This design comes from an exercise in tuning for small area on the open sky130 flow, not from production work.
The RTL was checked by simulation tests, not by an equivalence proof against the original design.
Power and IR drop assume default switching activity. The flow treats the clock pin as an ideal source, which a real chip does not have.

==> design.v <==
module flex_frame (
    input  wire        clk,
    input  wire        rst,
    input  wire        sym_valid,
    input  wire [1:0]  sym,
    output wire [1:0]  state,        
    output reg         ev_sync,
    output reg         ev_fiw_ok,
    output reg         ev_fiw_rej,
    output reg         ev_frame,
    output reg  [31:0] ev_info,
    output reg  [1:0]  ev_aux,
    output reg         wd_valid_a,   
    output wire        wd_valid_b,   
    output wire        wd_cd,        
    output wire [6:0]  wd_idx,
    output reg  [31:0] wd_word_a,
    output reg  [31:0] wd_word_b
);
    localparam [1:0] ST_SYNC1 = 2'd0, ST_FIW = 2'd1, ST_SYNC2 = 2'd2, ST_DATA = 2'd3;
    localparam integer LL = 249;      
    reg          st1, st0;      
    reg [63:0]   sync_buf;
    reg          pol;           
    reg [11:0]   cnt;           
    reg          toggle;        
    reg [3:0]    idle_seen;     
    reg          eq_a, eq_b, eq_c, eq_d;
    reg [3:0]    cycle_no;
    reg [6:0]    frame_no;
    reg [4:0]    s1, s3;        
    reg          fiw_b31;       
    reg [LL-1:0] la, lb, lc, ld;
    function automatic [4:0] mul_a;
        input [4:0] v;
        mul_a = {v[3:0], 1'b0} ^ (v[4] ? 5'b00101 : 5'b00000);
    endfunction
    function automatic [4:0] gmul;
        input [4:0] a;
        input [4:0] b;
        integer k;
        reg [4:0] p, t;
        begin
            p = 5'd0;
            t = a;
            for (k = 0; k < 5; k = k + 1) begin
                if (b[k]) p = p ^ t;
                t = mul_a(t);
            end
            gmul = p;
        end
    endfunction
    function automatic [4:0] apow;      
        input integer n;
        integer k;
        begin
            apow = 5'd1;
            for (k = 0; k < n; k = k + 1) apow = mul_a(apow);
        end
    endfunction
    function automatic [4:0] dist16;
        input [15:0] d;
        integer k;
        begin
            dist16 = 5'd0;
            for (k = 0; k < 16; k = k + 1) dist16 = dist16 + {4'd0, d[k]};
        end
    endfunction
    function automatic [5:0] pop32;
        input [31:0] d;
        integer k;
        begin
            pop32 = 6'd0;
            for (k = 0; k < 32; k = k + 1) pop32 = pop32 + {5'd0, d[k]};
        end
    endfunction
    function automatic amo8;
        input [7:0] v;
        reg a0, a1, n0, n1;
        begin
            a0 = (v[0] & (v[1] | v[2] | v[3])) | (v[1] & (v[2] | v[3])) | (v[2] & v[3]);
            a1 = (v[4] & (v[5] | v[6] | v[7])) | (v[5] & (v[6] | v[7])) | (v[6] & v[7]);
            n0 = |v[3:0];
            n1 = |v[7:4];
            amo8 = !a0 && !a1 && !(n0 && n1);
        end
    endfunction
    function automatic amo16;
        input [15:0] v;
        amo16 = amo8(v[7:0]) && amo8(v[15:8]) && !(|v[7:0] && |v[15:8]);
    endfunction
    function automatic [1:0] near32;
        input [31:0] y;
        reg [1:0] fa [0:9];
        reg [1:0] fb [0:3];
        reg [1:0] fc;
        reg [14:0] cy;
        reg u0, u1;
        integer k;
        begin
            for (k = 0; k < 10; k = k + 1) begin
                fa[k] = y[3 * k] + y[3 * k + 1] + y[3 * k + 2];
                cy[k] = fa[k][1];
            end
            fb[0] = fa[0][0] + fa[1][0] + fa[2][0];
            fb[1] = fa[3][0] + fa[4][0] + fa[5][0];
            fb[2] = fa[6][0] + fa[7][0] + fa[8][0];
            fb[3] = fa[9][0] + y[30] + y[31];
            for (k = 0; k < 4; k = k + 1) cy[10 + k] = fb[k][1];
            fc = fb[0][0] + fb[1][0] + fb[2][0];
            cy[14] = fc[1];
            u0 = fc[0];
            u1 = fb[3][0];
            near32[0] = amo16({1'b0, cy}) && (!(|cy) || !(u0 && u1));
            near32[1] = amo16({1'b0, ~cy}) && ((&cy) || u0 || u1);
        end
    endfunction
    function automatic le3_16;
        input [15:0] y;
        reg [1:0] f0, f1, f2, f3, f4, f5, f6, h7;
        begin
            f0 = y[0]  + y[1]  + y[2];
            f1 = y[3]  + y[4]  + y[5];
            f2 = y[6]  + y[7]  + y[8];
            f3 = y[9]  + y[10] + y[11];
            f4 = y[12] + y[13] + y[14];
            f5 = f0[0] + f1[0] + f2[0];
            f6 = f3[0] + f4[0] + y[15];
            h7 = f5[0] + f6[0];
            le3_16 = amo8({f0[1], f1[1], f2[1], f3[1], f4[1], f5[1], f6[1], h7[1]});
        end
    endfunction
    wire [1:0] r     = pol ? ~sym : sym;
    wire       bit_a = r[1];
    wire       bit_b = sym[1] ^ sym[0];
    assign state = {st1, st0};
    wire       tog   = toggle;
    wire       inc   = !(tog && state == ST_DATA);
    wire [11:0] c    = cnt + {11'd0, inc};
    wire [63:0] nbuf  = {sync_buf[62:0], ~sym[1]};
    wire [1:0]  mnear = near32(nbuf[47:16] ^ 32'hA6C6AAAA);
    wire        cnear = le3_16(nbuf[63:48] ^ ~nbuf[15:0]);
    wire        hit_n = mnear[0] && cnear;
    wire        hit_i = mnear[1] && cnear;
    wire [15:0] code  = sync_buf[63:48] ^ {16{pol}};
    wire [1:0] mf0 = !code[2] + code[11] + code[12];
    wire [1:0] mf1 = code[2] + code[11] + !code[12];
    wire [1:0] mf2 = code[0] + code[1] + !code[15];
    wire [1:0] mf3 = code[0] + code[1] + code[15];
    wire [1:0] mf4 = code[5] + !code[10] + code[13];
    wire [1:0] mf5 = code[5] + code[10] + !code[13];
    wire [1:0] mf6 = !code[3] + code[4] + code[7];
    wire [1:0] mf7 = !code[3] + !code[4] + code[7];
    wire [1:0] mf8 = code[6] + !code[8] + !code[9];
    wire [1:0] mf9 = code[6] + code[8] + !code[9];
    wire [1:0] m1_f5 = mf0[0] + mf2[0] + mf4[0];
    wire [1:0] m1_f6 = mf6[0] + mf8[0] + code[14];
    wire [1:0] m1_h7 = m1_f5[0] + m1_f6[0];
    wire m1 = amo8({mf0[1], mf2[1], mf4[1], mf6[1], mf8[1], m1_f5[1], m1_f6[1], m1_h7[1]});    
    wire [1:0] m2_f5 = mf1[0] + mf2[0] + !mf4[0];
    wire [1:0] m2_f6 = mf6[0] + !mf8[0] + code[14];
    wire [1:0] m2_h7 = m2_f5[0] + m2_f6[0];
    wire m2 = amo8({mf1[1], mf2[1], !mf4[1], mf6[1], !mf8[1], m2_f5[1], m2_f6[1], m2_h7[1]});    
    wire [1:0] m3_f5 = !mf0[0] + mf3[0] + mf5[0];
    wire [1:0] m3_f6 = mf7[0] + mf8[0] + !code[14];
    wire [1:0] m3_h7 = m3_f5[0] + m3_f6[0];
    wire m3 = amo8({!mf0[1], mf3[1], mf5[1], mf7[1], mf8[1], m3_f5[1], m3_f6[1], m3_h7[1]});    
    wire [1:0] m4_f5 = !mf0[0] + mf2[0] + !mf5[0];
    wire [1:0] m4_f6 = !mf7[0] + mf9[0] + !code[14];
    wire [1:0] m4_h7 = m4_f5[0] + m4_f6[0];
    wire m4 = amo8({!mf0[1], mf2[1], !mf5[1], !mf7[1], mf9[1], m4_f5[1], m4_f6[1], m4_h7[1]});    
    wire [1:0] m5_f5 = !mf1[0] + mf3[0] + !mf5[0];
    wire [1:0] m5_f6 = mf7[0] + !mf8[0] + !code[14];
    wire [1:0] m5_h7 = m5_f5[0] + m5_f6[0];
    wire m5 = amo8({!mf1[1], mf3[1], !mf5[1], mf7[1], !mf8[1], m5_f5[1], m5_f6[1], m5_h7[1]});    
    wire known  = m1 | m2 | m3 | m4 | m5;
    wire baud32 = m3 | m4 | m5;
    wire lev4   = m2 | m4 | m5;
    wire [4:0] s1sq;
    wire [4:0] dd   = s3 ^ gmul(s1, s1sq);
    wire       s1nz = |s1;
    wire [30:0] emask;           
    assign s1sq[0] = s1[0] ^ s1[4];
    assign s1sq[1] = s1[3];
    assign s1sq[2] = s1[1] ^ s1[4];
    assign s1sq[3] = s1[3] ^ s1[4];
    assign s1sq[4] = s1[2];
    assign emask[30] = s1nz & ~((s1[4] ^ dd[0]) | (s1[1] ^ s1[3] ^ dd[1]) | (s1[1] ^ s1[2] ^ s1[4] ^ dd[2]) | (s1[4] ^ dd[3]) | (s1[2] ^ s1[4] ^ dd[4]));
    assign emask[29] = s1nz & ~((s1[2] ^ s1[3] ^ dd[0]) | (s1[0] ^ dd[1]) | (s1[0] ^ s1[2] ^ dd[2]) | (1'b0 ^ dd[3]) | (s1[2] ^ s1[3] ^ s1[4] ^ dd[4]));
    assign emask[28] = s1nz & ~((s1[1] ^ s1[3] ^ dd[0]) | (1'b0 ^ dd[1]) | (s1[0] ^ s1[1] ^ s1[4] ^ dd[2]) | (s1[3] ^ s1[4] ^ dd[3]) | (s1[0] ^ s1[1] ^ s1[3] ^ s1[4] ^ dd[4]));
    assign emask[27] = s1nz & ~((s1[1] ^ s1[2] ^ dd[0]) | (s1[0] ^ s1[4] ^ dd[1]) | (s1[4] ^ dd[2]) | (s1[2] ^ dd[3]) | (s1[1] ^ s1[2] ^ s1[4] ^ dd[4]));
    assign emask[26] = s1nz & ~((s1[0] ^ dd[0]) | (s1[3] ^ dd[1]) | (s1[0] ^ s1[2] ^ s1[3] ^ dd[2]) | (s1[0] ^ s1[2] ^ dd[3]) | (s1[0] ^ s1[1] ^ s1[2] ^ s1[3] ^ dd[4]));
    assign emask[25] = s1nz & ~((s1[1] ^ s1[3] ^ s1[4] ^ dd[0]) | (s1[1] ^ s1[3] ^ dd[1]) | (s1[0] ^ s1[2] ^ dd[2]) | (s1[3] ^ dd[3]) | (s1[0] ^ s1[1] ^ s1[2] ^ s1[3] ^ dd[4]));
    assign emask[24] = s1nz & ~((s1[1] ^ s1[3] ^ dd[0]) | (s1[4] ^ dd[1]) | (s1[0] ^ s1[2] ^ s1[4] ^ dd[2]) | (s1[2] ^ dd[3]) | (s1[1] ^ s1[3] ^ dd[4]));
    assign emask[23] = s1nz & ~((s1[0] ^ s1[1] ^ s1[3] ^ dd[0]) | (s1[3] ^ dd[1]) | (s1[1] ^ s1[2] ^ s1[3] ^ s1[4] ^ dd[2]) | (s1[0] ^ s1[2] ^ s1[3] ^ s1[4] ^ dd[3]) | (s1[2] ^ s1[4] ^ dd[4]));
    assign emask[22] = s1nz & ~((s1[2] ^ s1[3] ^ s1[4] ^ dd[0]) | (s1[0] ^ s1[1] ^ s1[3] ^ s1[4] ^ dd[1]) | (s1[0] ^ s1[2] ^ s1[4] ^ dd[2]) | (s1[2] ^ s1[3] ^ dd[3]) | (s1[0] ^ s1[3] ^ s1[4] ^ dd[4]));
    assign emask[21] = s1nz & ~((s1[0] ^ s1[1] ^ s1[3] ^ dd[0]) | (s1[3] ^ s1[4] ^ dd[1]) | (s1[3] ^ s1[4] ^ dd[2]) | (s1[0] ^ dd[3]) | (s1[0] ^ s1[2] ^ dd[4]));
    assign emask[20] = s1nz & ~((s1[0] ^ s1[4] ^ dd[0]) | (s1[1] ^ dd[1]) | (s1[0] ^ s1[1] ^ s1[3] ^ s1[4] ^ dd[2]) | (s1[0] ^ s1[2] ^ s1[4] ^ dd[3]) | (s1[0] ^ s1[1] ^ s1[3] ^ s1[4] ^ dd[4]));
    assign emask[19] = s1nz & ~((s1[1] ^ s1[2] ^ s1[4] ^ dd[0]) | (s1[0] ^ s1[1] ^ s1[3] ^ dd[1]) | (1'b0 ^ dd[2]) | (s1[3] ^ dd[3]) | (s1[0] ^ s1[1] ^ s1[4] ^ dd[4]));
    assign emask[18] = s1nz & ~((1'b0 ^ dd[0]) | (s1[4] ^ dd[1]) | (s1[1] ^ s1[2] ^ dd[2]) | (s1[2] ^ s1[3] ^ s1[4] ^ dd[3]) | (s1[0] ^ s1[4] ^ dd[4]));
    assign emask[17] = s1nz & ~((s1[0] ^ s1[2] ^ s1[3] ^ dd[0]) | (s1[0] ^ s1[3] ^ s1[4] ^ dd[1]) | (s1[1] ^ s1[2] ^ s1[3] ^ dd[2]) | (s1[0] ^ s1[3] ^ s1[4] ^ dd[3]) | (s1[1] ^ dd[4]));
    assign emask[16] = s1nz & ~((s1[0] ^ s1[2] ^ s1[3] ^ s1[4] ^ dd[0]) | (s1[0] ^ s1[1] ^ s1[4] ^ dd[1]) | (s1[3] ^ s1[4] ^ dd[2]) | (s1[0] ^ s1[3] ^ dd[3]) | (s1[1] ^ s1[2] ^ s1[4] ^ dd[4]));
    assign emask[15] = s1nz & ~((s1[0] ^ s1[4] ^ dd[0]) | (s1[1] ^ s1[4] ^ dd[1]) | (s1[0] ^ s1[2] ^ s1[3] ^ s1[4] ^ dd[2]) | (s1[0] ^ s1[3] ^ dd[3]) | (s1[1] ^ s1[3] ^ dd[4]));
    assign emask[14] = s1nz & ~((s1[0] ^ s1[1] ^ s1[3] ^ s1[4] ^ dd[0]) | (s1[1] ^ s1[4] ^ dd[1]) | (s1[1] ^ s1[2] ^ s1[3] ^ dd[2]) | (s1[0] ^ s1[4] ^ dd[3]) | (s1[0] ^ s1[4] ^ dd[4]));
    assign emask[13] = s1nz & ~((s1[0] ^ s1[2] ^ s1[3] ^ s1[4] ^ dd[0]) | (s1[0] ^ s1[1] ^ dd[1]) | (s1[1] ^ s1[2] ^ s1[3] ^ s1[4] ^ dd[2]) | (s1[0] ^ s1[2] ^ s1[4] ^ dd[3]) | (s1[0] ^ s1[1] ^ s1[2] ^ dd[4]));
    assign emask[12] = s1nz & ~((s1[2] ^ s1[3] ^ s1[4] ^ dd[0]) | (s1[0] ^ s1[1] ^ s1[3] ^ dd[1]) | (s1[0] ^ s1[1] ^ s1[4] ^ dd[2]) | (s1[4] ^ dd[3]) | (s1[3] ^ dd[4]));
    assign emask[11] = s1nz & ~((s1[1] ^ s1[2] ^ dd[0]) | (s1[0] ^ dd[1]) | (s1[1] ^ s1[2] ^ s1[4] ^ dd[2]) | (s1[3] ^ s1[4] ^ dd[3]) | (s1[0] ^ s1[1] ^ s1[2] ^ dd[4]));
    assign emask[10] = s1nz & ~((s1[2] ^ s1[3] ^ dd[0]) | (s1[0] ^ s1[4] ^ dd[1]) | (s1[0] ^ s1[1] ^ dd[2]) | (s1[2] ^ s1[3] ^ s1[4] ^ dd[3]) | (s1[0] ^ s1[2] ^ s1[3] ^ dd[4]));
    assign emask[9] = s1nz & ~((s1[0] ^ s1[1] ^ s1[2] ^ dd[0]) | (s1[0] ^ s1[3] ^ s1[4] ^ dd[1]) | (s1[0] ^ s1[2] ^ s1[3] ^ s1[4] ^ dd[2]) | (s1[0] ^ dd[3]) | (s1[0] ^ s1[3] ^ s1[4] ^ dd[4]));
    assign emask[8] = s1nz & ~((s1[0] ^ s1[1] ^ s1[3] ^ s1[4] ^ dd[0]) | (s1[1] ^ dd[1]) | (s1[3] ^ dd[2]) | (s1[0] ^ s1[2] ^ s1[3] ^ dd[3]) | (1'b0 ^ dd[4]));
    assign emask[7] = s1nz & ~((s1[4] ^ dd[0]) | (s1[1] ^ s1[3] ^ s1[4] ^ dd[1]) | (s1[4] ^ dd[2]) | (s1[2] ^ s1[3] ^ dd[3]) | (s1[0] ^ s1[2] ^ dd[4]));
    assign emask[6] = s1nz & ~((s1[0] ^ dd[0]) | (s1[3] ^ s1[4] ^ dd[1]) | (s1[0] ^ s1[1] ^ s1[3] ^ dd[2]) | (s1[0] ^ s1[3] ^ s1[4] ^ dd[3]) | (s1[1] ^ s1[2] ^ s1[3] ^ s1[4] ^ dd[4]));
    assign emask[5] = s1nz & ~((s1[0] ^ s1[1] ^ s1[2] ^ s1[4] ^ dd[0]) | (s1[0] ^ s1[1] ^ s1[4] ^ dd[1]) | (s1[0] ^ s1[1] ^ s1[3] ^ dd[2]) | (s1[0] ^ s1[4] ^ dd[3]) | (s1[0] ^ s1[2] ^ s1[3] ^ dd[4]));
    assign emask[4] = s1nz & ~((s1[0] ^ s1[1] ^ s1[2] ^ s1[4] ^ dd[0]) | (s1[0] ^ s1[1] ^ dd[1]) | (s1[0] ^ s1[2] ^ s1[3] ^ dd[2]) | (s1[0] ^ s1[2] ^ s1[3] ^ dd[3]) | (s1[2] ^ s1[3] ^ s1[4] ^ dd[4]));
    assign emask[3] = s1nz & ~((s1[1] ^ s1[3] ^ s1[4] ^ dd[0]) | (s1[1] ^ s1[3] ^ s1[4] ^ dd[1]) | (s1[0] ^ s1[1] ^ dd[2]) | (s1[2] ^ s1[4] ^ dd[3]) | (s1[1] ^ s1[2] ^ s1[3] ^ s1[4] ^ dd[4]));
    assign emask[2] = s1nz & ~((s1[0] ^ s1[1] ^ s1[2] ^ dd[0]) | (s1[0] ^ s1[3] ^ dd[1]) | (s1[0] ^ s1[1] ^ s1[3] ^ s1[4] ^ dd[2]) | (s1[0] ^ s1[2] ^ s1[3] ^ s1[4] ^ dd[3]) | (s1[3] ^ dd[4]));
    assign emask[1] = s1nz & ~((s1[1] ^ s1[2] ^ s1[4] ^ dd[0]) | (s1[0] ^ s1[1] ^ s1[3] ^ s1[4] ^ dd[1]) | (s1[1] ^ s1[2] ^ dd[2]) | (s1[2] ^ s1[4] ^ dd[3]) | (s1[1] ^ dd[4]));
    assign emask[0] = s1nz & ~((s1[0] ^ s1[2] ^ s1[3] ^ dd[0]) | (s1[0] ^ s1[3] ^ dd[1]) | (s1[3] ^ dd[2]) | (s1[0] ^ s1[2] ^ dd[3]) | (s1[0] ^ s1[1] ^ s1[4] ^ dd[4]));
    wire       bch_ok = s1nz ? |emask : ~|s3;
    wire [1:0] nfix   = !s1nz ? 2'd0 : (dd == 5'd0) ? 2'd1 : 2'd2;
    reg [30:0] fx;
    integer b;
    always @* begin
        for (b = 0; b < 31; b = b + 1) fx[b] = la[30 - b] ^ emask[b];
    end
    wire [3:0] fsum = fx[3:0] + fx[7:4] + fx[11:8] + fx[15:12] + fx[19:16] + {3'd0, fx[20]};
    wire last_bit = &c[7:0];
    wire w7       = &c[2:0];
    wire first_w  = ~|c[7:3];
    wire same_a   = bit_a ~^ la[7];
    wire same_b   = bit_b ~^ lb[7];
    wire same_c   = bit_a ~^ lc[7];
    wire same_d   = bit_b ~^ ld[7];
    wire idl_a    = eq_a & same_a;
    wire idl_b    = eq_b & same_b;
    wire idl_c    = eq_c & same_c;
    wire idl_d    = eq_d & same_d;
    reg [3:0] idle_n;
    always @* begin
        idle_n = idle_seen;
        if (last_bit) begin
            if (!tog) begin
                idle_n[0] = idle_seen[0] | idl_a;
                idle_n[1] = idle_seen[1] | idl_b;
            end else begin
                idle_n[2] = idle_seen[2] | idl_c;
                idle_n[3] = idle_seen[3] | idl_d;
            end
        end
    end
    function automatic all_idle_f;
        input [3:0] v;
        input       b32;
        input       l4;
        all_idle_f = v[0] & (v[1] | !l4) & (v[2] | !b32) & (v[3] | !(b32 & l4));
    endfunction
    wire full_step = (c == 12'hAFF) && (!baud32 || tog);
    wire fiw_bit = (c[5] || (c[4] && |c[3:0])) && c[6:0] != 7'd48;
    wire enA = sym_valid && ((state == ST_DATA && !tog) ||
                             (state == ST_FIW && fiw_bit));
    wire enC = sym_valid && state == ST_DATA && tog;
    wire holdA = !sym_valid || (state == ST_DATA ? tog : !(state == ST_FIW && fiw_bit));
    wire holdC = !sym_valid || (state == ST_DATA ? !tog : 1'b1);
    always @(posedge clk) begin
        if (enA && w7) begin
            eq_a <= first_w | idl_a;
            eq_b <= first_w | idl_b;
        end
        if (enC && w7) begin
            eq_c <= first_w | idl_c;
            eq_d <= first_w | idl_d;
        end
        la <= (la | {LL{enA}}) & ({la[LL-2:0], bit_a} | {LL{holdA}});
        lb <= (lb | {LL{enA}}) & ({lb[LL-2:0], bit_b} | {LL{holdA}});
        lc <= (lc | {LL{enC}}) & ({lc[LL-2:0], bit_a} | {LL{holdC}});
        ld <= (ld | {LL{enC}}) & ({ld[LL-2:0], bit_b} | {LL{holdC}});
    end
    always @(posedge clk) begin
        if (rst) begin
            {st1, st0}      <= ST_SYNC1;
            sync_buf   <= 64'd0;
            pol        <= 1'b0;
            cycle_no   <= 4'd0;
            frame_no   <= 7'd0;
            ev_sync    <= 1'b0;
            ev_fiw_ok  <= 1'b0;
            ev_fiw_rej <= 1'b0;
            ev_frame   <= 1'b0;
            wd_valid_a <= 1'b0;
        end else begin
            ev_sync    <= 1'b0;
            ev_fiw_ok  <= 1'b0;
            ev_fiw_rej <= 1'b0;
            ev_frame   <= 1'b0;
            wd_valid_a <= 1'b0;
            if (sym_valid) begin
                case (state)
                    ST_SYNC1: begin
                        sync_buf <= nbuf;
                        if (hit_n || hit_i) begin
                            pol     <= hit_i;
                            cnt     <= 12'd0;
                            {st1, st0}   <= ST_FIW;
                            ev_sync <= 1'b1;
                        end
                    end
                    ST_FIW: begin
                        cnt <= c;
                        if (fiw_bit) begin
                            if (c[6:0] == 7'd17) begin
                                s1 <= {4'd0, bit_a};
                                s3 <= {4'd0, bit_a};
                            end else begin
                                s1 <= mul_a(s1) ^ {4'd0, bit_a};
                                s3 <= mul_a(mul_a(mul_a(s3))) ^ {4'd0, bit_a};
                            end
                        end
                        if (c[6:0] == 7'd48) begin
                            fiw_b31 <= bit_a;
                            cnt     <= 12'd0;
                            if (!bch_ok || fsum != 4'hF) begin
                                ev_fiw_rej <= 1'b1;
                                {st1, st0}      <= ST_SYNC1;
                            end else begin
                                cycle_no  <= fx[7:4];
                                frame_no  <= fx[14:8];
                                ev_fiw_ok <= 1'b1;
                                {st1, st0}     <= ST_SYNC2;
                            end
                        end
                    end
                    ST_SYNC2: begin
                        cnt <= c;
                        if (c[6:0] == (baud32 ? 7'd80 : 7'd40)) begin
                            cnt       <= 12'hFFF;
                            toggle    <= 1'b0;
                            idle_seen <= 4'd0;
                            {st1, st0}     <= ST_DATA;
                        end
                    end
                    ST_DATA: begin
                        cnt        <= c;
                        toggle     <= !tog && baud32;
                        idle_seen  <= idle_n;
                        wd_valid_a <= &c[7:3];
                        if (full_step || all_idle_f(idle_n, baud32, lev4)) begin
                            ev_frame <= 1'b1;
                            {st1, st0}    <= ST_SYNC1;
                        end
                    end
                endcase
            end
        end
    end
    assign wd_cd      = baud32 & ~toggle;
    assign wd_idx     = {cnt[11:8], cnt[2:0]};
    assign wd_valid_b = wd_valid_a & lev4;
    integer k;
    always @* begin
        for (k = 0; k < 32; k = k + 1) begin
            wd_word_a[k] = wd_cd ? lc[8 * (31 - k)] : la[8 * (31 - k)];
            wd_word_b[k] = wd_cd ? ld[8 * (31 - k)] : lb[8 * (31 - k)];
        end
    end
    wire [31:0] fiw_info = {fiw_b31 & ~bch_ok, fx};
    wire full_post = (cnt == 12'hAFF) && !toggle;
    always @* begin
        if (ev_sync) begin
            ev_info = {12'd0, known, lev4, baud32, pol, code};
            ev_aux  = 2'd0;
        end else if (ev_frame) begin
            ev_info = {18'd0, lev4, baud32, pol, cycle_no, frame_no};
            ev_aux  = {all_idle_f(idle_seen, baud32, lev4), full_post};
        end else begin
            ev_info = fiw_info;
            ev_aux  = ev_fiw_ok ? nfix : {1'b0, bch_ok};
        end
    end
endmodule
==> flow/run.sh <==
#!/bin/bash
# Own flow: the standard layout (standard.sh) with
#  - synthesis through flow/synth.tcl (the standard script, with the delay lines' hold
#    multiplexers mapped to o22a cells and an area-oriented ABC script for the rest),
#  - clock tree built from clkbuf_8 with no dummy loads,
#  - port buffers of sky130_fd_sc_hd__buf_1.
# The make output goes to flow_make.log in the work folder; ORFS's own logs are in orfs/logs.
set -euo pipefail
W=$(pwd)
export MY_ABC_SCRIPT="$W/flow/area.abc"
export MY_PAT="$W/flow/o22a_pat.v"
CTS="-sink_clustering_enable -repair_clock_nets -dont_use_dummy_load -buf_list sky130_fd_sc_hd__clkbuf_16 -sink_clustering_size 30 -sink_clustering_max_diameter 100"
BUFP="-buffer_cell sky130_fd_sc_hd__buf_1"
export CTS_ARGS="$CTS"
export BUFFER_PORTS_ARGS="$BUFP"
sed -e "s|SYNTH_SCRIPT=[^ ]*|SYNTH_SCRIPT=$W/flow/synth.tcl|" standard.sh > my_standard.sh
grep -q "SYNTH_SCRIPT=$W/flow/synth.tcl" my_standard.sh
bash my_standard.sh "CTS_ARGS=$CTS" "BUFFER_PORTS_ARGS=$BUFP" finish > flow_make.log 2>&1
==> flow/area.abc <==
strash
balance
rewrite
refactor
balance
rewrite
rewrite -z
balance
refactor -z
rewrite -z
balance
balance
rewrite
refactor
balance
rewrite
rewrite -z
balance
refactor -z
rewrite -z
balance
dch -f
amap
==> flow/o22a_pat.v <==
module sky130_fd_sc_hd__o22a_1 (A1, A2, B1, B2, X);
  input A1, A2, B1, B2;
  output X;
  wire a, n;
  \$_OR_ u1 (.A(A1), .B(A2), .Y(a));
  \$_NOR_ u2 (.A(B1), .B(B2), .Y(n));
  \$_ANDNOT_ u3 (.A(a), .B(n), .Y(X));
endmodule
==> flow/synth.tcl <==
# The standard synthesis script (synth_recipe.tcl), with two changes just before ABC:
# the hold multiplexers of the delay lines, (q | en) & (d | hold), are mapped to o22a
# cells (extract with the pattern in MY_PAT), and ABC maps the rest of the logic with the
# area-oriented script named by MY_ABC_SCRIPT. The registers are mapped by dfflibmap
# before this, so they are the standard synthesis's registers.
proc synth {args} { yosys synth -nofsm -noshare {*}$args }
proc abc {args} {
  set i [lsearch -exact $args -script]
  if {$i >= 0} { set args [lreplace $args $i [expr {$i + 1}] -script $::env(MY_ABC_SCRIPT)] }
  yosys extract -map $::env(MY_PAT)
  yosys abc {*}$args
}
source $::env(SCRIPTS_DIR)/synth.tcl
# left out here: clear keep_hierarchy, flatten, clean up, hide names made inside functions, write 1_2_yosys.v
==> standard.sh <==
#!/bin/bash
# synth_recipe.tcl (not shown) runs the flow's synth.tcl, then flattens the netlist and writes it again
# the make line also repeats each setting of config.mk as NAME=value (left out here)
make -C /OpenROAD-flow-scripts/flow DESIGN_CONFIG=/design/flow/config.mk WORK_HOME=/design/flow/orfs CLKGATE_MAP_FILE= SYNTH_SCRIPT=/design/flow/synth_recipe.tcl "${@:-finish}"
==> config.mk <==
export PLATFORM = sky130hd
export DESIGN_NAME = flex_frame
export DESIGN_NICKNAME = flex_frame
export VERILOG_FILES = /design/flow/design.v
export SDC_FILE = /design/flow/constraint.sdc
export NUM_CORES = 4
export LEC_CHECK = 0
export CAP_MARGIN = 20
export CORE_MARGIN = 2
export CORE_UTILIZATION = 65
export PLACE_DENSITY = 0.8
export SLEW_MARGIN = 20
==> constraint.sdc <==
create_clock -name core_clock -period 40.0 [get_ports {clk}]
set_input_delay 8.0000 -clock core_clock [delete_from_list [all_inputs] [get_ports {clk}]]
set_output_delay 8.0000 -clock core_clock [all_outputs]
set_load 0.01 [all_outputs]
==> results of run 1 <==
-- cells in the final DEF, fill, tap and decap left out, drive strengths merged, types with 3 or more instances in the layout --
cell	count
fa	55
o221ai	15
or3	18
or2	5
o221a	29
o22ai	123
a31oi	3
o211ai	3
nand3	8
nor3b	3
a22oi	14
a21oi	91
nand2	85
edfxtp	32
nand2b	7
nor2	137
nor3	44
and3	6
clkinv	182
buf	155
nand4	4
nor4b	10
ha	11
o21a	13
a221oi	25
clkbuf	44
or4	4
nor4	15
nor2b	8
o21ai	94
o22a	1055
dfxtp	1079
a2111oi	6
-- power by group --
part           total (µW)  internal [µW]  switching (µW)
Clock                 510            199             311
Combinational         444            236             208
Sequential           1410           1290             120
Total                2370           1730             640
-- area by class of cell --
type	instances	area share
sequential	1111	0.548
multi-input combinational	1914	0.365
timing repair buffer	155	0.0198
inverter	183	0.0169
clock buffer	44	0.0268
tap	765	0.0233
-- metal layers --
layer	part of all wire	wire, µm
met4	0.032	2790
met1	0.45	38400
met5	0	0
met2	0.48	41300
met3	0.040	3400
-- through the flow --
stage | power [µW] | setup WS, ns | util
after global placement | 1840 | 25.67 | 0.690
after CTS | 2380 | 25.07 | 0.709
final | 2370 | 24.85 | 0.711
after floorplan | 1740 | 8.34 | -
after detailed placement | 1880 | 25.77 | 0.690
after global routing | 2480 | 24.39 | 0.711
-- cell families (layout without fill, tap and decap cells) --
family	after synthesis	count (layout)	synth area share
xor gates and xnor gates	3	3	0.000686
AOI/OAI and AO/OA	1486	1486	0.314
and+or+nand+nor	359	359	0.0435
adders and majority gates	66	66	0.0324
buffers and inverters	192	382	0.0197
DFF	1111	1111	0.589
-- how the worst min path moves through the flow --
stage                      endpoint  depth (start not counted)
floorplan            la[32]$_DFF_P_                          1
global placement    la[168]$_DFF_P_                          1
detailed placement    lb[2]$_DFF_P_                          1
CTS                  lc[34]$_DFF_P_                          1
global route         la[69]$_DFF_P_                          1
finish              la[158]$_DFF_P_                          1
-- registers in the layout (all words and copies together) (netlist names), 4 cells and up --
signal,cells
s1,5
s3,5
idle_seen,4
la,249
frame_no,7
sync_buf,64
cycle_no,4
cnt,12
lc,249
ld,249
lb,249
-- worst max-delay path, stage by stage (launching register included) --
cell and delay, ns:
edfxtp_1 0.89, clkinv_1 0.67, o22ai_1 0.52, clkinv_1 0.28, nor2_1 0.24, nor2_1 0.07
a21oi_1 0.16, nor2_1 0.07, a21oi_1 0.12, buf_4 0.24, clkinv_1 0.46, o22ai_1 0.56
clkinv_1 0.17, o22ai_1 0.40, nor2_1 0.10, nor4b_1 0.19, nor4_1 0.33, nand4_1 0.14
o22ai_1 0.36, nor2_1 0.07, a311oi_1 0.23, nor3_1 0.10, buf_1 0.14
==> metrics.md, run 1 <==
| Metric | Value |
|---|---|
| EDFF count, synth | 32 |
| Main flop type after synthesis | dfxtp_1 |
| Non-filler cells, final | 4172 |
| Worst-case clock buffer depth | 3 |
| Initial antenna violation count | 1 |
| Slew @ Worst Pin | 1.20 ns |
| Worst-path clk slew | 0.11 ns |
| Routed vias | 27305 |
| DP Area | 40000 µm² |
| Area leader, netlist | dfxtp_1 |
| Slew HR | 0.198 |
| Commonest cells post-synth | dfxtp_1, o22a_1, clkinv_1 |
| Number of I/O pins | 119 |
| Clock Tree Root | clkbuf_16 |
| Final instance area | 41200 µm² |
| Row cnt | 88 |
| Storage cell area | 22600 µm² |
| Tmin final | 15.15 ns |
| Vias per cell | 6.54 |
| Pwr/cell area | 57.5 nW/µm² |
| Layout net count | 3480 |
| # DRC | 0 |
| Largest net degree at the start of global routing | 263 |
| Layer with the highest usage | met2 |
| MaxCap Viol Count | 0 |
| Endpoints failing hold | 0 |
| Critical hold path startpoint | la[157]$_DFF_P_ |
| Fmax | 66.0 MHz |
| Met1 Use GR | 0.363 |
| Final Skew | 0.0783 ns |
| Fill cells | 4077 |
| Final TNS setup | 0 ns |
| Met3 Usage GRT | 0.0306 |
| Core area | 57900 µm² |
| Layout overhead on the synthesized area | 7.49% |
| Reg2Reg Setup Slack | 29.44 ns |
| Main area contributors after synthesis | dfxtp_1, o22a_1, fa_1 |
| Critical path class | reg -> out |
| Num Clock Sinks | 1111 |
| CP Data Arrival Time | 7.15 ns |
| Number of H-tree levels | 2 |
| Die Ht | 247 µm |
| Initial Util | 0.661 |
| WL final | 85900 µm |
| CP endpoint | ev_aux[0] |
| # diodes | 0 |
| Number of port buffers | 118 |
| Num CTS Buffers | 44 |
| Die area | 60900 µm² |
| RSZ-0062 raised after global routing | false |
| Crit end category | output pin |
| CP startpoint | s1[3]$_SDFFCE_PP0P_ |
| R2R Path Start | s1[3]$_SDFFCE_PP0P_ |
| Cell Count Post-Placement | 4125 |
| Seq/Total Area, Yosys | 0.589 |
| Die span in x | 247 µm |
| Reg2reg path depth | 34 |
| Crit path required time | 32.00 ns |
| R2R Path End | cycle_no[3]$_SDFFE_PP0P_ |
| Drt first-iter violations | 2000 |
| Routed Antenna Nets | 0 |
| Status | finished clean |
| Leakage | 0.0147 µW |
| Clock Latency Late Sink | 0.62 ns |
| Synth warn | 3 |
| Layout cells sized above 1 | 0.0264 |
| Post-synth top area share | 0.564 |
| Final hold slack | 0.448 ns |
| Post-Synthesis Cells | 3217 |
| Post-CTS Setup Bufs | 0 |
| GR Util met2 | 0.469 |
| Final Max Tran Viols | 0 |
| TritonCTS clock tree | done |
| Critical path launch point type | flip-flop |
| Total congestion overflow | 0 |
| Critical path peak fanout | 19 |
| DPL Wire Length | 57100 µm |
| Period utilization | 0.379 |
| Distinct cells, synth | 50 |
| FFs w/ async S/R, synth | 0 |
| WL/cell | 20.6 µm |
| Avg Cell Area, Syn | 11.9 µm² |
| RD Place Congestion | 0.912 |
| Final setup fails | 0 |
| Net Count, Synth | 3288 |
| Drt pass-1 iters | 8 |
| Overall Global Routing Usage | 0.275 |
| Cts hold-fix bufs | 0 |
| Cell with the most instances after synthesis | dfxtp_1 |
| Flops & latches, synth | 1111 |
| Mapped Area | 38300 µm² |
| Number of global-route vias before repair | 26349 |
| Combined area of the multi-input logic cells | 15000 µm² |
| Global-route wire length before repair | 137000 µm |
| Post-cts resize count | 0 |
| Maximum VDD drop | 0.0472 mV |
| HP Class | reg -> reg |
==> run 2: changes to the inputs <==
--- a/flow/run.sh
+++ b/flow/run.sh
@@ -9,7 +9,7 @@
 W=$(pwd)
 export MY_ABC_SCRIPT="$W/flow/area.abc"
 export MY_PAT="$W/flow/o22a_pat.v"
-CTS="-sink_clustering_enable -repair_clock_nets -dont_use_dummy_load -buf_list sky130_fd_sc_hd__clkbuf_16 -sink_clustering_size 30 -sink_clustering_max_diameter 100"
+CTS="-sink_clustering_enable -repair_clock_nets -dont_use_dummy_load -buf_list sky130_fd_sc_hd__clkbuf_8 -sink_clustering_size 14 -sink_clustering_max_diameter 50"
 BUFP="-buffer_cell sky130_fd_sc_hd__buf_1"
 export CTS_ARGS="$CTS"
 export BUFFER_PORTS_ARGS="$BUFP"
==> run 2 against run 1 <==
Total power rose by 1.1%. Clock skew rose by 0.037 ns. Setup slack got worse by 0.010 ns. Design area rose by 0.39%. Highest routed layer unchanged. Critical path type unchanged.
==> metrics.md, run 2 <==
| Metric | Value |
|---|---|
| Status | finished clean |
| Routed Antenna Nets | 0 (unchanged) |
| Largest net degree at the start of global routing | 263 (unchanged) |
| Num CTS Buffers | 95 (+120%) |
| Final instance area | 41300 µm² (+0.39%) |
| # DRC | 0 (unchanged) |
| Die Ht | 247 µm (unchanged) |
| Seq/Total Area, Yosys | 0.589 (unchanged) |
| Area leader, netlist | dfxtp_1 |
| TritonCTS clock tree | done |
| Worst-case clock buffer depth | 3 (unchanged) |
| DPL Wire Length | 57100 µm (unchanged) |
| Maximum VDD drop | 0.0470 mV (-0.44%) |
| Hold path depth | 1 (unchanged) |
| FFs w/ async S/R, synth | 0 (unchanged) |
| Final Max Tran Viols | 0 (unchanged) |
| Synth warn | 3 (unchanged) |
| MaxCap Viol Count | 0 (unchanged) |
| Worst Setup Slack post-DPL | 25.77 ns (unchanged) |
| Flops & latches, synth | 1111 (unchanged) |
| Post-cts resize count | 0 (unchanged) |
| Die span in x | 247 µm (unchanged) |
| Final setup fails | 0 (unchanged) |
| Crit path required time | 32.00 ns (about the same) |
| Post-CTS Setup Bufs | 0 (unchanged) |
| Cell Count Post-Placement | 4125 (unchanged) |
| Final TNS setup | 0 ns (unchanged) |
| Number of I/O pins | 119 (unchanged) |
| Leakage | 0.0148 µW (+0.81%) |
| Layout net count | 3529 (+1.4%) |
| Reg2Reg Setup Slack | 29.50 ns (+0.06 ns) |
| EDFF count, synth | 32 (unchanged) |
| Core area | 57900 µm² (unchanged) |
| Power Internal | 1740 µW (+0.74%) |
| Net Count, Synth | 3288 (unchanged) |
| Number of port buffers | 118 (unchanged) |
| Slew HR | 0.0728 (-0.125) |
| Main area contributors after synthesis | dfxtp_1, o22a_1, fa_1 |
| Initial Util | 0.661 (unchanged) |
| Most frequent cells in the layout | dfxtp_1, o22a_1, clkinv_1, nor2_1, o22ai_1 |
| Share of power burned in registers | 0.590 (-0.007) |
| Post-synth top area share | 0.564 (unchanged) |
| Clock Latency Late Sink | 0.72 ns (+0.10 ns) |
| Fmax | 66.0 MHz (about the same) |
| DP Area | 40000 µm² (unchanged) |
| Pwr/cell area | 57.9 nW/µm² (+0.75%) |
| Distinct cells, synth | 50 (unchanged) |
| Final Power | 2390 µW (+1.1%) |
| Switch share | 0.273 (+0.00285) |
| Vias per cell | 6.55 (+0.13%) |
| Fill cells | 4044 (-0.81%) |
| Global-route wire length before repair | 137000 µm (+0.43%) |
| CP Data Arrival Time | 7.16 ns (about the same) |
| HP Class | reg -> reg |
| Drt pass-1 iters | 8 (unchanged) |
| Avg Cell Area, Syn | 11.9 µm² (unchanged) |
| Layout cells sized above 1 | 0.0402 (+0.0138) |
| Post-Synthesis Cells | 3217 (unchanged) |
| Total congestion overflow | 0 (unchanged) |
| Non-filler cells, final | 4223 (+1.2%) |
| Critical hold path startpoint | lc[28]$_DFF_P_ |
| Drt first-iter violations | 1929 (-3.6%) |
| Clock Tree Root | clkbuf_8 |
| Endpoints failing hold | 0 (unchanged) |
| Worst-path clk slew | 0.08 ns (-0.03 ns) |
| RD Place Congestion | 0.912 (unchanged) |
| Critical path peak fanout | 19 (unchanged) |
| Number of global-route vias before repair | 26706 (+1.4%) |
| Number of H-tree levels | 3 (+1) |
| R2R Path Start | s1[3]$_SDFFCE_PP0P_ |
| Num Clock Sinks | 1111 (unchanged) |
| Combinational power share | 0.185 (-0.003) |
| Routed vias | 27675 (+1.4%) |
| Cts hold-fix bufs | 0 (unchanged) |
| RSZ-0062 raised after global routing | false |
| Slew @ Worst Pin | 1.39 ns (+0.188 ns) |
| Setup ws final | 24.84 ns (-0.0104 ns) |
| WL/cell | 20.4 µm (-0.83%) |
| WL final | 86300 µm (+0.39%) |
| Commonest cells post-synth | dfxtp_1, o22a_1, clkinv_1 |
| Clock power frac | 0.225 (+0.009) |
| Sw Pwr | 654 µW (+2.2%) |
| Layout overhead on the synthesized area | 7.91% |
| Row cnt | 88 (unchanged) |
| Die area | 60900 µm² (unchanged) |
| Mapped Area | 38300 µm² (unchanged) |
| Critical path class | reg -> out |
| Initial antenna violation count | 2 (+1) |
| Reg2reg path depth | 34 (unchanged) |
| Commonest non-fill, non-tap cell in the layout | dfxtp_1 |
| Cell with the most instances after synthesis | dfxtp_1 |
| Period utilization | 0.379 (about the same) |
| Overall Global Routing Usage | 0.277 (+0.00220) |
| Main flop type after synthesis | dfxtp_1 |
| Tmin final | 15.16 ns (+0.0104 ns) |
| Crit end category | output pin |
| Hold endpoint | lc[29]$_DFF_P_ |
| Final Skew | 0.115 ns (+0.0366 ns) |
| Critical path launch point type | flip-flop |
| R2R Path End | frame_no[3]$_SDFFE_PP0P_ |
## run 2: changes by cell type in the layout (fill, tap and decap cells not counted), sizes merged
cell / before / now
diode: 0 / 2
clkbuf: 44 / 95
buf: 155 / 153
## run 2: worst max-delay path by stage
stage,startpoint,end,depth (start not counted)
final,s1[3]$_SDFFCE_PP0P_,ev_aux[0],22
after global routing,s1[3]$_SDFFCE_PP0P_,ev_aux[0],24
after CTS,pol$_SDFFE_PP0P_,wd_word_a[31],16
after detailed placement,pol$_SDFFE_PP0P_,wd_word_a[31],16
after global placement,s1[3]$_SDFFCE_PP0P_,ev_aux[0],22
after floorplan,sym_valid,eq_c$_DFFE_PP_,4
## run 2: power groups by stage
stage | Clock (µW) | Combinational [µW] | Sequential, µW
2_1_floorplan | 0 | 349 | 1400
3_3_place_gp | 0 | 419 | 1420
3_5_place_dp | 0 | 441 | 1440
4_1_cts | 552 | 445 | 1410
5_1_grt | 592 | 486 | 1430
6_report | 537 | 444 | 1410
## run 2: stage by stage
step                      utilization  hold WS (ns)
after floorplan                     -         0.437
after CTS                       0.713         0.384
final                           0.713         0.386
after global placement          0.690         0.443
after global routing            0.713         0.421
after detailed placement        0.690         0.450
## run 2: cell families after synthesis
| group | synth area share |
|---|---|
| compound gates | 0.314 |
| xor+xnor | 0.000686 |
| fa+ha+maj | 0.0324 |
| buf+inv | 0.0197 |
| flops | 0.589 |
| simple gates | 0.0435 |
## run 2: area by class of cell
type / instances / area (µm²) / area share
Sequential cell: 1111 / 22600 / 0.546
Multi-Input combinational cell: 1914 / 15000 / 0.364
Inverter: 183 / 696 / 0.0168
Clock buffer: 95 / 1310 / 0.0316
Timing Repair Buffer: 153 / 762 / 0.0184
Antenna cell: 2 / 5.00 / 0.000121
Tap cell: 765 / 957 / 0.0232
## run 2: layer usage
layer	track usage	wire (µm)
met1	0.360	37300
met2	0.470	41800
met3	0.0425	4390
met4	0.101	2690
met5	0	0
## run 2: critical path, cell delays in order (launching register included)
cell and delay, ns:
edfxtp_1 0.88, clkinv_1 0.65, o22ai_1 0.52, clkinv_1 0.29, nor2_1 0.24, nor2_1 0.07
a21oi_1 0.15, nor2_1 0.07, a21oi_1 0.12, buf_4 0.24, clkinv_1 0.46, o22ai_1 0.56
clkinv_1 0.16, o22ai_1 0.40, nor2_1 0.10, nor4b_1 0.19, nor4_1 0.34, nand4_1 0.14
o22ai_1 0.36, nor2_1 0.07, a311oi_1 0.22, nor3_1 0.09, buf_1 0.14
==> run 3: changes to the inputs <==
--- a/design.v
+++ b/design.v
@@ -28,7 +28,8 @@
     reg          eq_a, eq_b, eq_c, eq_d;
     reg [3:0]    cycle_no;
     reg [6:0]    frame_no;
-    reg [4:0]    s1, s3;        
+    reg [4:0]    s1;            
+    reg [4:0]    dd;            
     reg          fiw_b31;       
     reg [LL-1:0] la, lb, lc, ld;
     function automatic [4:0] mul_a;
@@ -177,7 +178,6 @@
     wire baud32 = m3 | m4 | m5;
     wire lev4   = m2 | m4 | m5;
     wire [4:0] s1sq;
-    wire [4:0] dd   = s3 ^ gmul(s1, s1sq);
     wire       s1nz = |s1;
     wire [30:0] emask;           
     assign s1sq[0] = s1[0] ^ s1[4];
@@ -216,7 +216,7 @@
     assign emask[2] = s1nz & ~((s1[0] ^ s1[1] ^ s1[2] ^ dd[0]) | (s1[0] ^ s1[3] ^ dd[1]) | (s1[0] ^ s1[1] ^ s1[3] ^ s1[4] ^ dd[2]) | (s1[0] ^ s1[2] ^ s1[3] ^ s1[4] ^ dd[3]) | (s1[3] ^ dd[4]));
     assign emask[1] = s1nz & ~((s1[1] ^ s1[2] ^ s1[4] ^ dd[0]) | (s1[0] ^ s1[1] ^ s1[3] ^ s1[4] ^ dd[1]) | (s1[1] ^ s1[2] ^ dd[2]) | (s1[2] ^ s1[4] ^ dd[3]) | (s1[1] ^ dd[4]));
     assign emask[0] = s1nz & ~((s1[0] ^ s1[2] ^ s1[3] ^ dd[0]) | (s1[0] ^ s1[3] ^ dd[1]) | (s1[3] ^ dd[2]) | (s1[0] ^ s1[2] ^ dd[3]) | (s1[0] ^ s1[1] ^ s1[4] ^ dd[4]));
-    wire       bch_ok = s1nz ? |emask : ~|s3;
+    wire       bch_ok = s1nz ? |emask : ~|dd;
     wire [1:0] nfix   = !s1nz ? 2'd0 : (dd == 5'd0) ? 2'd1 : 2'd2;
     reg [30:0] fx;
     integer b;
@@ -309,10 +309,11 @@
                         if (fiw_bit) begin
                             if (c[6:0] == 7'd17) begin
                                 s1 <= {4'd0, bit_a};
-                                s3 <= {4'd0, bit_a};
+                                dd <= 5'd0;
                             end else begin
                                 s1 <= mul_a(s1) ^ {4'd0, bit_a};
-                                s3 <= mul_a(mul_a(mul_a(s3))) ^ {4'd0, bit_a};
+                                dd <= mul_a(mul_a(mul_a(dd))) ^
+                                      ({5{bit_a}} & (mul_a(mul_a(s1sq)) ^ mul_a(s1)));
                             end
                         end
                         if (c[6:0] == 7'd48) begin
==> flow/run.sh (replaced) <==
#!/bin/bash
# Own flow: the standard layout (standard.sh) with
#  - synthesis through flow/synth.tcl (the standard script, with the delay lines' hold
#    multiplexers mapped to o22a cells and an area-oriented ABC script for the rest),
#  - clock tree built from clkbuf_16 (clusters of up to 30 sinks) with no dummy loads,
#  - port buffers of sky130_fd_sc_hd__buf_1.
# The make output goes to flow_make.log in the work folder; ORFS's own logs are in orfs/logs.
set -euo pipefail
W=$(pwd)
export MY_ABC_SCRIPT="$W/flow/area.abc"
export MY_PAT="$W/flow/o22a_pat.v"
CTS="-sink_clustering_enable -repair_clock_nets -dont_use_dummy_load -buf_list sky130_fd_sc_hd__clkbuf_16 -sink_clustering_size 30 -sink_clustering_max_diameter 100"
BUFP="-buffer_cell sky130_fd_sc_hd__buf_1"
export CTS_ARGS="$CTS"
export BUFFER_PORTS_ARGS="$BUFP"
sed -e "s|SYNTH_SCRIPT=[^ ]*|SYNTH_SCRIPT=$W/flow/synth.tcl|" standard.sh > my_standard.sh
grep -q "SYNTH_SCRIPT=$W/flow/synth.tcl" my_standard.sh
bash my_standard.sh "CTS_ARGS=$CTS" "BUFFER_PORTS_ARGS=$BUFP" finish > flow_make.log 2>&1
--- a/config.mk
+++ b/config.mk
@@ -7,6 +7,6 @@
 export LEC_CHECK = 0
 export CAP_MARGIN = 20
 export CORE_MARGIN = 2
-export CORE_UTILIZATION = 65
-export PLACE_DENSITY = 0.8
+export CORE_UTILIZATION = 75
+export PLACE_DENSITY = 0.88
 export SLEW_MARGIN = 20
==> run 3 against run 2 <==
Global-route usage up 8.2 points. Fmax up 0.39%. Area after synthesis down 0.82%. Design area down 1.7%. Worst hold slack better by 0.0043 ns. Final cell count down 5.0%. Register-to-register slack better by 1.5 ns. Largest power group unchanged.
==> metrics.md, run 3 <==
| Metric | Value |
|---|---|
| Worst path cell trace | clkinv_1 -> o22ai_1 -> fa_1 -> fa_1 -> or2_0 -> a222oi_1 -> o2111ai_1 -> o22ai_1 -> nor2_1 -> nor2_4 -> buf_4 -> clkinv_2 -> buf_4 -> o22a_1 -> buf_1 |
| Initial antenna violation count | 0 (-2) |
| Number of I/O pins | 119 (unchanged) |
| Critical path class | reg -> out |
| Num CTS Buffers | 44 (-54%) |
| Core area | 50100 µm² (-14%) |
| Final instance area | 40600 µm² (-1.7%) |
| EDFF count, synth | 32 (unchanged) |
| Hold endpoint | sync_buf[31]$_SDFFE_PP0P_ |
| Synth warn | 3 (unchanged) |
| DP Area | 39500 µm² (-1.2%) |
| FFs w/ async S/R, synth | 0 (unchanged) |
| Post-cts resize count | 0 (unchanged) |
| Delay-heaviest family, CP | buffers and inverters |
| RD Place Congestion | 0.965 (+5.9%) |
| Overall Global Routing Usage | 0.359 (+0.0818) |
| GR Util met2 | 0.641 (+0.171) |
| Commonest non-fill, non-tap cell in the layout | dfxtp_1 |
| Slew HR | 0.222 (+0.149) |
| Setup ws final | 24.90 ns (+0.0582 ns) |
| Post-CTS Setup Bufs | 0 (unchanged) |
| Critical hold path startpoint | sync_buf[30]$_SDFFE_PP0P_ |
| Avg Cell Area, Syn | 12.0 µm² (+1.1%) |
| Total congestion overflow | 0 (unchanged) |
| Crit path required time | 32.00 ns (about the same) |
| WL final | 97900 µm (+13%) |
| Critical path peak fanout | 66 (+47) |
| WL/cell | 24.4 µm (+19%) |
| Tmin final | 15.10 ns (-0.0582 ns) |
| Most frequent cells in the layout | dfxtp_1, o22a_1, clkinv_1, buf_1, nor2_1 |
| Fmax | 66.2 MHz (+0.39%) |
| R2R Path End | frame_no[4]$_SDFFE_PP0P_ |
| Global-route wire length before repair | 152000 µm (+11%) |
| Worst Setup Slack post-DPL | 25.75 ns (-0.0232 ns) |
| Buf+Inv Stages, Crit Path | 5 (-1) |
| Synth Area in XOR/XNOR | 0.000231 (-0.000456) |
| Fill cells | 2533 (-37%) |
| Main area contributors after synthesis | dfxtp_1, o22a_1, fa_1 |
| Synth Area in Adders | 0.0318 (-0.000588) |
| Multiplexer share of the synthesized area | 0 (unchanged) |
| HP Class | reg -> reg |
| Reg2reg path depth | 26 (-24%) |
| Post-synth top area share | 0.569 (+0.00468) |
| Clock Tree Root | clkbuf_16 |
| Slew @ Worst Pin | 1.15 ns (-0.239 ns) |
| Routed Antenna Nets | 0 (unchanged) |
| Num Clock Sinks | 1111 (unchanged) |
| Net Count, Synth | 3225 (-1.9%) |
| Status | finished clean |
| Reg2Reg Setup Slack | 31.02 ns (+1.52 ns) |
| Mapped Area | 38000 µm² (-0.82%) |
| Final setup fails | 0 (unchanged) |
| Die span in x | 229 µm (-7.2%) |
| Number of port buffers | 118 (unchanged) |
| Largest net degree at the start of global routing | 225 (-14%) |
| RSZ-0062 raised after global routing | false |
| Main flop type after synthesis | dfxtp_1 |
| Hold path depth | 2 (+1) |
| Number of global-route vias before repair | 28325 (+6.1%) |
| Layer with the highest usage | met2 |
| Layout cells sized above 1 | 0.0246 (-0.0157) |
| Initial Util | 0.758 (+0.0973) |
| Post-Synthesis Cells | 3156 (-1.9%) |
| Die area | 52400 µm² (-14%) |
| Met1 Use GR | 0.435 (+0.0751) |
| Drt pass-1 iters | 6 (-2) |
| Simple logic cell fraction of the synthesized area | 0.0422 (-0.00125) |
| Worst-case clock buffer depth | 3 (unchanged) |
| Vias per cell | 7.11 (+8.4%) |
| Final Skew | 0.0928 ns (-0.0221 ns) |
| Finished Core Util | 0.812 (+0.0981) |
| Seq/Total Area, Yosys | 0.594 (+0.00489) |
| CP Data Arrival Time | 7.10 ns (-0.06 ns) |
| Endpoints failing hold | 0 (unchanged) |
| Cell with the most instances after synthesis | dfxtp_1 |
| Row cnt | 82 (-6.8%) |
| R2R Path Start | s1[3]$_SDFFCE_PP0P_ |
| Critical path launch point type | flip-flop |
| Flops & latches, synth | 1111 (unchanged) |
| Final Max Tran Viols | 0 (unchanged) |
| MaxCap Viol Count | 0 (unchanged) |
| # DRC | 0 (unchanged) |
| Final TNS setup | 0 ns (unchanged) |
| Drt first-iter violations | 3217 (+67%) |
| Layout overhead on the synthesized area | 7.00% |
| Largest family of logic cells by synthesized area | compound AO/OA/AOI/OAI gates |
| # diodes | 0 (-2) |
| Distinct cells, synth | 44 (-12%) |
| Leakage | 0.0145 µW (-1.9%) |
| TritonCTS clock tree | done |
| DPL Wire Length | 60200 µm (+5.4%) |
| CP peak stage delay | 0.80 ns (-0.08 ns) |
| Worst-path clk slew | 0.11 ns (+0.03 ns) |
| Cts hold-fix bufs | 0 (unchanged) |
| Layout net count | 3410 (-3.4%) |
| CP max stage cell | buf_4 |
| Routed vias | 28500 (+3.0%) |
| Die Ht | 229 µm (-7.2%) |
| Area fraction in compound gates after synthesis | 0.312 (-0.00217) |
| Number of H-tree levels | 2 (-1) |
| Pwr/cell area | 67.1 nW/µm² (+16%) |
| Crit end category | output pin |
| Period utilization | 0.378 (-0.00145) |
| Met3 Usage GRT | 0.0457 (+0.00315) |
| Clock Latency Late Sink | 0.64 ns (-0.08 ns) |
| Area leader, netlist | dfxtp_1 |
| Commonest cells post-synth | dfxtp_1, o22a_1, clkinv_1 |
| Maximum VDD drop | 0.0573 mV (+22%) |
## run 3: cell type report
type / count / area, µm² / area share
multi-input combinational: 1859 / 14700 / 0.363
inverter: 177 / 673 / 0.0166
clock buffer: 44 / 1100 / 0.0271
tap: 672 / 841 / 0.0207
timing repair buffer: 148 / 724 / 0.0178
sequential: 1111 / 22600 / 0.555
## run 3: through the flow
step | total power (µW) | hold slack [ns] | cells
2_1_floorplan | 1990 | 0.437 | 3156
3_3_place_gp | 2120 | 0.441 | 3966
3_5_place_dp | 2200 | 0.450 | 3966
4_1_cts | 2720 | 0.392 | 4010
5_1_grt | 2830 | 0.402 | 4011
6_report | 2730 | 0.390 | 4011
## run 3: cells by family after synthesis
kind of cell / after synthesis
xor+xnor: 1
buf+inv: 186
compound gates: 1447
simple gates: 347
flops: 1111
fa+ha+maj: 64
## run 3: worst reg2reg max path: stages (launching register included)
cell and delay [ns]:
edfxtp_1 0.74, clkinv_1 0.55, o22ai_1 0.66, clkinv_1 0.40, o22ai_1 0.40, o21ai_0 0.18
nor2_1 0.11, nor4b_1 0.47, o21ai_0 0.43, fa_1 0.59, fa_1 0.50, clkinv_1 0.07
fa_1 0.50, ha_1 0.16, clkinv_1 0.09, fa_1 0.44, a21oi_1 0.18, xor2_1 0.23
nor2_1 0.07, a21oi_1 0.16, nor2_1 0.07, a2111oi_0 0.94, clkinv_1 0.23, nor3_1 0.19
buf_4 0.25, o21ai_0 0.11, a21oi_1 0.15
## run 3: per-layer routing
layer,vias to the layer above,part of all wire
li1,12832,-
met1,13968,0.39
met3,370,0.061
met5,-,0
met4,0,0.046
met2,1330,0.51
## run 3: where the power goes
part           switching (µW)  total (µW)  leakage [µW]  internal [µW]
clock network             317         516      0.000542            199
registers                 208        1600       0.00923           1390
logic                     283         614       0.00472            331
total                     808        2730        0.0145           1920
## run 3: how the worst max path moves through the flow
stage                     start  cells after the start              to  slack [ns]
2_1_floorplan         sym_valid                      4  eq_c$_DFFE_PP_        8.34
3_5_place_dp   pol$_SDFFE_PP0P_                     15    wd_word_a[7]       25.75
3_3_place_gp   pol$_SDFFE_PP0P_                     15   wd_word_b[10]       26.13
6_report       pol$_SDFFE_PP0P_                     15   wd_word_b[13]       24.90
5_1_grt        pol$_SDFFE_PP0P_                     15   wd_word_b[13]       24.56
4_1_cts        pol$_SDFFE_PP0P_                     15   wd_word_b[13]       25.03
==> run 4: changes to the inputs <==
--- a/config.mk
+++ b/config.mk
@@ -7,6 +7,6 @@
 export LEC_CHECK = 0
 export CAP_MARGIN = 20
 export CORE_MARGIN = 2
-export CORE_UTILIZATION = 75
-export PLACE_DENSITY = 0.88
+export CORE_UTILIZATION = 65
+export PLACE_DENSITY = 0.8
 export SLEW_MARGIN = 20
==> run 4 against run 3 <==
Area after synthesis unchanged. Die area increased by 15%. Critical endpoint unchanged. Sequential share of layout area decreased by 0.13 points. Worst hold slack improved by 0.065 ns. Design area increased by 0.23%. Via count decreased by 5.3%. Critical path depth increased by 1. Still clean. Highest routed layer unchanged. Non-clock buffer count decreased by 1. Critical path type unchanged.
==> metrics.md, run 4 <==
| Metric | Value |
|---|---|
| Status | finished clean |
| Crit end category | output pin |
| Initial Util | 0.658 (-0.100) |
| Initial antenna violation count | 0 (unchanged) |
| Global-route wire length before repair | 135000 µm (-11%) |
| Cell with the most instances after synthesis | dfxtp_1 |
| Met2 routed WL | 41400 µm (-17%) |
| Combined area of the multi-input logic cells | 14700 µm² (unchanged) |
| Vias per cell | 6.58 (-7.4%) |
| Post-CTS Setup Bufs | 0 (unchanged) |
| FFs w/ async S/R, synth | 0 (unchanged) |
| TritonCTS clock tree | done |
| Commonest non-fill, non-tap cell in the layout | dfxtp_1 |
| Flops & latches, synth | 1111 (unchanged) |
| Drt first-iter violations | 2253 (-30%) |
| CP startpoint | pol$_SDFFE_PP0P_ |
| Critical path peak fanout | 66 (unchanged) |
| DPL Wire Length | 56600 µm (-5.9%) |
| Synth warn | 3 (unchanged) |
| Critical path launch point type | flip-flop |
| Layout net count | 3408 (-0.059%) |
| Post-cts resize count | 0 (unchanged) |
| M1 WL | 38100 µm (+0.94%) |
| WL final | 85800 µm (-12%) |
| Layout cells sized above 1 | 0.0240 (-0.000585) |
| Mapped Area | 38000 µm² (unchanged) |
| Maximum VDD drop | 0.0508 mV (-11%) |
| Die span in x | 246 µm (+7.3%) |
| Core area | 57700 µm² (+15%) |
| Distinct cells, synth | 44 (unchanged) |
| Number of I/O pins | 119 (unchanged) |
| Final setup fails | 0 (unchanged) |
| Clock Latency Late Sink | 0.61 ns (-0.03 ns) |
| RD Place Congestion | 0.927 (-4.0%) |
| Most frequent cells in the layout | dfxtp_1, o22a_1, clkinv_1, buf_1, nor2_1 |
| Power Internal | 1910 µW (-0.42%) |
| Clock power frac | 0.189 (about the same) |
| Die Ht | 246 µm (+7.3%) |
| Largest net degree at the start of global routing | 266 (+18%) |
| Overall Global Routing Usage | 0.275 (-0.0841) |
| Share of power burned in registers | 0.593 (+0.008) |
| Combinational power share | 0.218 (-0.007) |
| Pwr/cell area | 65.2 nW/µm² (-2.8%) |
| Post-Synthesis Cells | 3156 (unchanged) |
| Max Used Layer | met4 |
| Number of global-route vias before repair | 25840 (-8.8%) |
| Crit path required time | 32.00 ns (about the same) |
| Sw Pwr | 747 µW (-7.6%) |
| # diodes | 0 (unchanged) |
| Worst Setup Slack post-DPL | 25.76 ns (+0.0116 ns) |
| Number of port buffers | 118 (unchanged) |
| Die area | 60400 µm² (+15%) |
| Final Max Tran Viols | 0 (unchanged) |
| HP Class | reg -> reg |
| Setup ws final | 25.02 ns (+0.122 ns) |
| Post-synth top area share | 0.569 (unchanged) |
| Reg2Reg Setup Slack | 31.18 ns (+0.16 ns) |
| Layout overhead on the synthesized area | 7.25% |
| Routed vias | 26980 (-5.3%) |
| Routed Antenna Nets | 0 (unchanged) |
| Storage cell area | 22600 µm² (unchanged) |
| Worst-case clock buffer depth | 3 (unchanged) |
| CP endpoint | wd_word_b[13] |
| Commonest cells post-synth | dfxtp_1, o22a_1, clkinv_1 |
| Num CTS Buffers | 43 (-2.3%) |
| Row cnt | 88 (+7.3%) |
| Main flop type after synthesis | dfxtp_1 |
| Fill cells | 4041 (+60%) |
| Reg2reg path depth | 28 (+7.7%) |
| Final Skew | 0.0567 ns (-0.0361 ns) |
| Fmax | 66.8 MHz (+0.81%) |
| Cts hold-fix bufs | 0 (unchanged) |
| Seq/Total Area, Yosys | 0.594 (unchanged) |
| # DRC | 0 (unchanged) |
| Endpoints failing hold | 0 (unchanged) |
| EDFF count, synth | 32 (unchanged) |
| Final TNS setup | 0 ns (unchanged) |
| Net Count, Synth | 3225 (unchanged) |
| Number of H-tree levels | 2 (unchanged) |
| R2R Path End | cycle_no[3]$_SDFFE_PP0P_ |
| Slew @ Worst Pin | 1.11 ns (-0.0427 ns) |
| Metal3 WL | 3940 µm (-34%) |
| CP Data Arrival Time | 6.98 ns (-0.12 ns) |
| Worst-path clk slew | 0.11 ns (about the same) |
| R2R Path Start | s1[0]$_DFFE_PP_ |
| Slew HR | 0.261 (+0.0393) |
| RSZ-0062 raised after global routing | false |
| MaxCap Viol Count | 0 (unchanged) |
| Tmin final | 14.98 ns (-0.122 ns) |
| WL/cell | 20.9 µm (-14%) |
| Leakage | 0.0145 µW (about the same) |
| Drt pass-1 iters | 6 (unchanged) |
| Total congestion overflow | 0 (unchanged) |
| Main area contributors after synthesis | dfxtp_1, o22a_1, fa_1 |
| Final hold slack | 0.455 ns (+0.0649 ns) |
| Clock Tree Root | clkbuf_16 |
| Finished Core Util | 0.706 (-0.106) |
| Switch share | 0.281 (-0.0153) |
| Critical path class | reg -> out |
| Avg Cell Area, Syn | 12.0 µm² (unchanged) |
| Num Clock Sinks | 1111 (unchanged) |
| Area leader, netlist | dfxtp_1 |
| Period utilization | 0.375 (-0.00305) |
==> run 4: cell counts after synthesis <==
Identical to the previous run, type by type.
==> run 4: final cells by class <==
class                      count  area share
timing repair buffer         147      0.0178
multi-input combinational   1859       0.362
clock buffer                  43      0.0264
inverter                     177      0.0165
sequential                  1111       0.554
tap                          765      0.0235
==> run 4: how the worst min path moves through the flow <==
stage,start,depth (start not counted),end,slack (ns)
2_1_floorplan,la[31]$_DFF_P_,1,la[32]$_DFF_P_,0.44
3_3_place_gp,ld[159]$_DFF_P_,1,ld[160]$_DFF_P_,0.44
3_5_place_dp,lc[239]$_DFF_P_,1,lc[240]$_DFF_P_,0.45
4_1_cts,lc[52]$_DFF_P_,1,lc[53]$_DFF_P_,0.46
5_1_grt,la[42]$_DFF_P_,1,la[43]$_DFF_P_,0.47
6_report,la[42]$_DFF_P_,1,la[43]$_DFF_P_,0.46
==> run 4: metrics by stage <==
stage               cells  area [µm²]  power [µW]
finish               4102       40700        2660
global route         4102       40700        2790
CTS                  4101       40700        2680
detailed placement   4058       39600        2180
global placement     4058       39600        2130
floorplan            3156       38000        1990
==> run 4: power groups by stage <==
stage               clock network (µW)  registers (µW)  logic, µW
floorplan                            0            1530        461
CTS                                515            1580        585
global placement                     0            1580        550
finish                             502            1580        578
detailed placement                   0            1600        578
global route                       549            1610        636
==> run 4: worst max-delay path, cell delays in order (launching register included) <==
cell	delay, ns
dfxtp_1	0.77
clkinv_1	0.62
o22ai_1	0.42
clkinv_1	0.21
fa_1	0.64
clkinv_1	0.23
fa_1	0.49
nor2_1	0.15
o22ai_1	0.08
a2111oi_0	0.51
nor2_1	0.28
nor2_4	0.13
buf_4	0.74
clkinv_2	0.10
buf_4	0.42
o22a_1	0.31
buf_1	0.14
==> run 4: kinds of logic after synthesis <==
group | share of synthesized area
fa+ha+maj | 0.0318
xor+xnor | 0.000231
flops | 0.594
buf+inv | 0.0193
compound gates | 0.312
simple gates | 0.0422
==> run 4: metal layers <==
metal	vias up	global-route usage
met5	-	0
met4	0	0.0829
met3	157	0.0330
met2	662	0.467
met1	13328	0.369
li1	12833	-

-- what the ideal ports hide --
How much do the figures lean on ideal ports? The routed layouts below were timed once more, with nothing changed but the port constraints.
Step 1, drivers: a clkbuf_16 drives clk and a buf_2 each remaining input, both assumed.
Step 2 times the ports against the registers' clock, not the clock port: input delays grow and output delays shrink by t, the midpoint of the rising clock arrivals with the driver on.
Three values: ideal ports, drivers, drivers and shift; two values: the first two.
run	t, ns	slack for setup (ns)	slew at the worst register clock pin (ns)	cell pins on the clock port's net
run 1	0.647	24.850 / 24.785 / 25.433	0.12 / 0.12	1
run 2	0.722	24.839 / 24.782 / 25.504	0.09 / 0.09	1
run 3	0.660	24.898 / 24.829 / 25.490	0.12 / 0.12	1
run 4	0.649	25.019 / 24.954 / 25.604	0.12 / 0.12	1
After both steps setup and hold are still met in every run listed.
